This is an optimization exercise on Yosys and OpenROAD, whose aim is small area, a short achievable clock period and few clock cycles, not a production implementation. In this exercise RTL edits were held to simulation tests only and were not proved equivalent to the original. Power is estimated from default activity; no workload was simulated.

Setup of v57:
// simplecpu
module simplecpu (
    input  wire        clk,
    input  wire        rst,
    output wire        mem_req,
    output wire        mem_we,
    output wire [15:0] mem_addr,
    output wire [7:0]  mem_wdata,
    input  wire        mem_ready,
    input  wire [7:0]  mem_rdata,
    output wire        out_valid,
    output wire [7:0]  out_data,
    output wire        in_req,
    input  wire        in_ack,
    input  wire [7:0]  in_data,
    output wire        halted,
    output wire [1:0]  fault,
    input  wire [3:0]  dbg_sel,
    output reg  [15:0] dbg_data
);
    localparam [7:0] OP_NOP  = 8'h00, OP_LDI  = 8'h01, OP_LDM  = 8'h02,
                     OP_ST   = 8'h03, OP_MOV  = 8'h04, OP_PUSH = 8'h05,
                     OP_POP  = 8'h06, OP_ADD  = 8'h10, OP_ADDI = 8'h11,
                     OP_SUB  = 8'h12, OP_SUBI = 8'h13, OP_MUL  = 8'h14,
                     OP_DIV  = 8'h15, OP_INC  = 8'h16, OP_DEC  = 8'h17,
                     OP_AND  = 8'h20, OP_OR   = 8'h21, OP_XOR  = 8'h22,
                     OP_NOT  = 8'h23, OP_SHL  = 8'h24, OP_SHR  = 8'h25,
                     OP_CMP  = 8'h30, OP_CMPI = 8'h31, OP_JMP  = 8'h40,
                     OP_JZ   = 8'h41, OP_JNZ  = 8'h42, OP_JC   = 8'h43,
  ...
For scale: ~79 I/O pins, ~25000 sq um of cells after synthesis.
clock: 11.0 ns
lec_check: 0
cap_margin: 10
core_margin: 2
core_utilization: 55
setup_slack_margin: 5
slew_margin: 10
run.sh (not shown) runs the stock make flow with config.mk's settings and CLKGATE_MAP_FILE= SYNTH_SCRIPT=/design/flow/synth_recipe.tcl, a recipe that flattens the netlist after the stock synthesis.
Testbench counts of v57, summed over its fixed seeds: cycles 451,283.
> inputs changed (v57 -> v14)
Settings: a change of CORE_UTILIZATION from 55 to 40.
Notes after the runs:
- Delta(fmax, v14 - v57) > 0
- Looking at cell count across v14 and v57, the one that comes out higher is v14.
- For v57, the capture point of the critical path was flags[3], unlike v14, where it was imm[4].
- v14 against v57: combinational fraction of design power went down by 2.6 points; post-layout utilization of the core went down by 17 points; fraction of power spent switching nets went down by 1.1 points.
- [compare] base=v57 new=v14: sequential portion of the cell area about even, via count decreased about 3.5%.
- Reported for v14 and v57, total number of sequential cells turned out identical to the last digit.
- Global-route wire length before repair delta for v14 relative to v57: about 4% higher
- Time the worst path needs with I/O delays and setup: v14 vs v57 down 0.26 ns
- v14 reports its start point of the critical path as ca[1] while v57 reports mr[0].
- Worst setup slack is higher on v14
### v14 -> v45
==> flow/flow/run.sh (new file) <==
#!/bin/bash
# Layout flow: the standard ORFS flow (standard.sh), except that synthesis
# maps the logic with ABC's area-oriented mapper (strash; &get -n; &dch; &nf -a; &put; topo)
# instead of ORFS's delay-oriented script. Everything else in synthesis (the
# yosys passes, register mapping, naming) is ORFS's and the standard flow's own script, so
# the registers are exactly those of the standard synthesis.
set -euo pipefail
W=$(pwd)

# ORFS's scripts, with only the ABC area script replaced
rm -rf "$W/scripts_area"
mkdir -p "$W/scripts_area"
cp -r "$FLOW_HOME/scripts/." "$W/scripts_area/"
printf 'strash\n&get -n\n&dch\n&nf -a\n&put\ntopo\n' > "$W/scripts_area/abc_area.script"

# synthesis (the standard flow's synthesis script, ORFS synth.tcl, area mapping)
make -C "$FLOW_HOME" DESIGN_CONFIG="$W/config.mk" WORK_HOME="$W/orfs" \
    CLKGATE_MAP_FILE= SYNTH_SCRIPT="$W/synth_recipe.tcl" \
    SCRIPTS_DIR="$W/scripts_area" ABC_AREA=1 synth > "$W/synth_make.log" 2>&1

# the rest of the layout: the standard flow from floorplan to finish,
# which also writes out/final.def
bash "$W/standard.sh" finish > "$W/layout_make.log" 2>&1
==> flow/standard.sh (new file) <==
#!/bin/bash
# synth_recipe.tcl (not shown) runs the flow's synth.tcl, then flattens the netlist and writes it again
# the make line also repeats each setting of config.mk as NAME=value (left out here)
make -C /OpenROAD-flow-scripts/flow DESIGN_CONFIG=/design/flow/config.mk WORK_HOME=/design/flow/orfs CLKGATE_MAP_FILE= SYNTH_SCRIPT=/design/flow/synth_recipe.tcl "${@:-finish}"
removed: flow/run.sh
Results
v14 has a lower critical path's largest stage delay than v45.
Switching part of the total (v45 over v14): decrease, 0.79 points
v45 vs. v14: areal power density over the cells went down, non-clock inverter total of the final layout shrank by 23.
Per the comparison of v45 with v14, non-clock buffer count in the final layout -5.6%; clock-cell share of area decreased by 0.25 points relative to the old numbers; instance count of the mapped netlist fell by 401; post-CTS setup buffer count moved down.
The inputs of v40 differ from those of v45 as listed below.
Settings: CORE_UTILIZATION changed from 40 to 45.
--- a/flow/flow/run.sh
+++ b/flow/flow/run.sh
@@ -3 +3 @@
-# maps the logic with ABC's area-oriented mapper (strash; &get -n; &dch; &nf -a; &put; topo)
+# maps the logic with ABC's area-oriented mapper (strash; dc2; dc2; &get -n; &dch; &nf -a; &put; topo)
@@ -14 +14 @@
-printf 'strash\n&get -n\n&dch\n&nf -a\n&put\ntopo\n' > "$W/scripts_area/abc_area.script"
+printf 'strash\ndc2\ndc2\n&get -n\n&dch\n&nf -a\n&put\ntopo\n' > "$W/scripts_area/abc_area.script"
[summary]
In the metrics for v40 and v45, the one carrying the lower total vias in the final route is v40.
v40 has total power above what v45 had.
v40 ends up with a routed length per placed instance that is about 6% lower than in v45.
v40 ended with more fraction of the mapped netlist area in adder cells than v45.
On count of plain and timing-repair buffers in the layout, the higher figure sits with v40, not v45.
| post-place instance area | lower: v40 |
Diff v45 -> v40 | half-perimeter wire length of the detailed placement result | down by more than 10%
Worst setup slack delta (v40 − v45): favourable
Utilization: v40 vs v45 up 6.3 points
--- input diff v40..v58 ---
Settings: changing CORE_UTILIZATION from 45 to 48.
--- a/flow/flow/run.sh
+++ b/flow/flow/run.sh
@@ -3 +3 @@
-# maps the logic with ABC's area-oriented mapper (strash; dc2; dc2; &get -n; &dch; &nf -a; &put; topo)
+# maps the logic with ABC's area-oriented mapper (strash; dch; map -a; topo)
@@ -14 +14 @@
-printf 'strash\ndc2\ndc2\n&get -n\n&dch\n&nf -a\n&put\ntopo\n' > "$W/scripts_area/abc_area.script"
+printf 'strash\ndch\nmap -a\ntopo\n' > "$W/scripts_area/abc_area.script"
==> comparison <==
- v58 vs. v40: synthesized cell count went up by 577.
- Taking v40 as 1.0, v58 lands at 1.17 on layout clock buffer count.
- Global-route usage, v40 and v58: lower on v40
- Looking at end of the critical path, the out_data[2] result is from v58; the flags[3] one comes from v40.
- Changes observed in v58 relative to v40: relative slew slack increased 0.36 points, synthesized area went up.
- The cell with the biggest individual delay on the critical path comes out sky130_fd_sc_hd__o41a_1 in one run and sky130_fd_sc_hd__a221oi_2 in the other, namely in v40 and v58 respectively.

## port drivers added, routing unchanged
No port has a modelled driver above. Below, the same layouts with a new extraction and two added sets of constraints.
Step 1, drivers: a clkbuf_16 drives clk and a buf_2 each remaining input, both assumed.
Step 2 times the ports against the registers' clock, not the clock port: input delays grow and output delays shrink by t, the midpoint of the rising clock arrivals with the driver on.
Slacks: ideal ports / drivers / drivers and shift; pairs: ideal ports / drivers.
run	shift t [ns]	slack for setup (ns)	hold slack, ns	slew at the worst register clock pin (ns)	worst slew at a driven data input, ns
v57	0.671	4.652 / 4.652 / 4.652	0.480 / 0.480 / 0.480	0.09 / 0.09	0.05
v14	0.633	4.915 / 4.905 / 4.915	0.496 / 0.496 / 0.496	0.07 / 0.07	0.05
v45	0.635	4.871 / 4.871 / 4.819	0.507 / 0.507 / 0.507	0.07 / 0.07	0.12
v40	0.627	4.987 / 4.964 / 4.636	0.501 / 0.501 / 0.501	0.07 / 0.07	0.07
v58	0.631	4.893 / 4.837 / 4.755	0.469 / 0.469 / 0.469	0.06 / 0.06	0.05
After both steps setup and hold are still met in every run listed. The setup slack of v40, which loses most, moves by -0.023 ns with the drivers and by -0.351 ns with both steps.
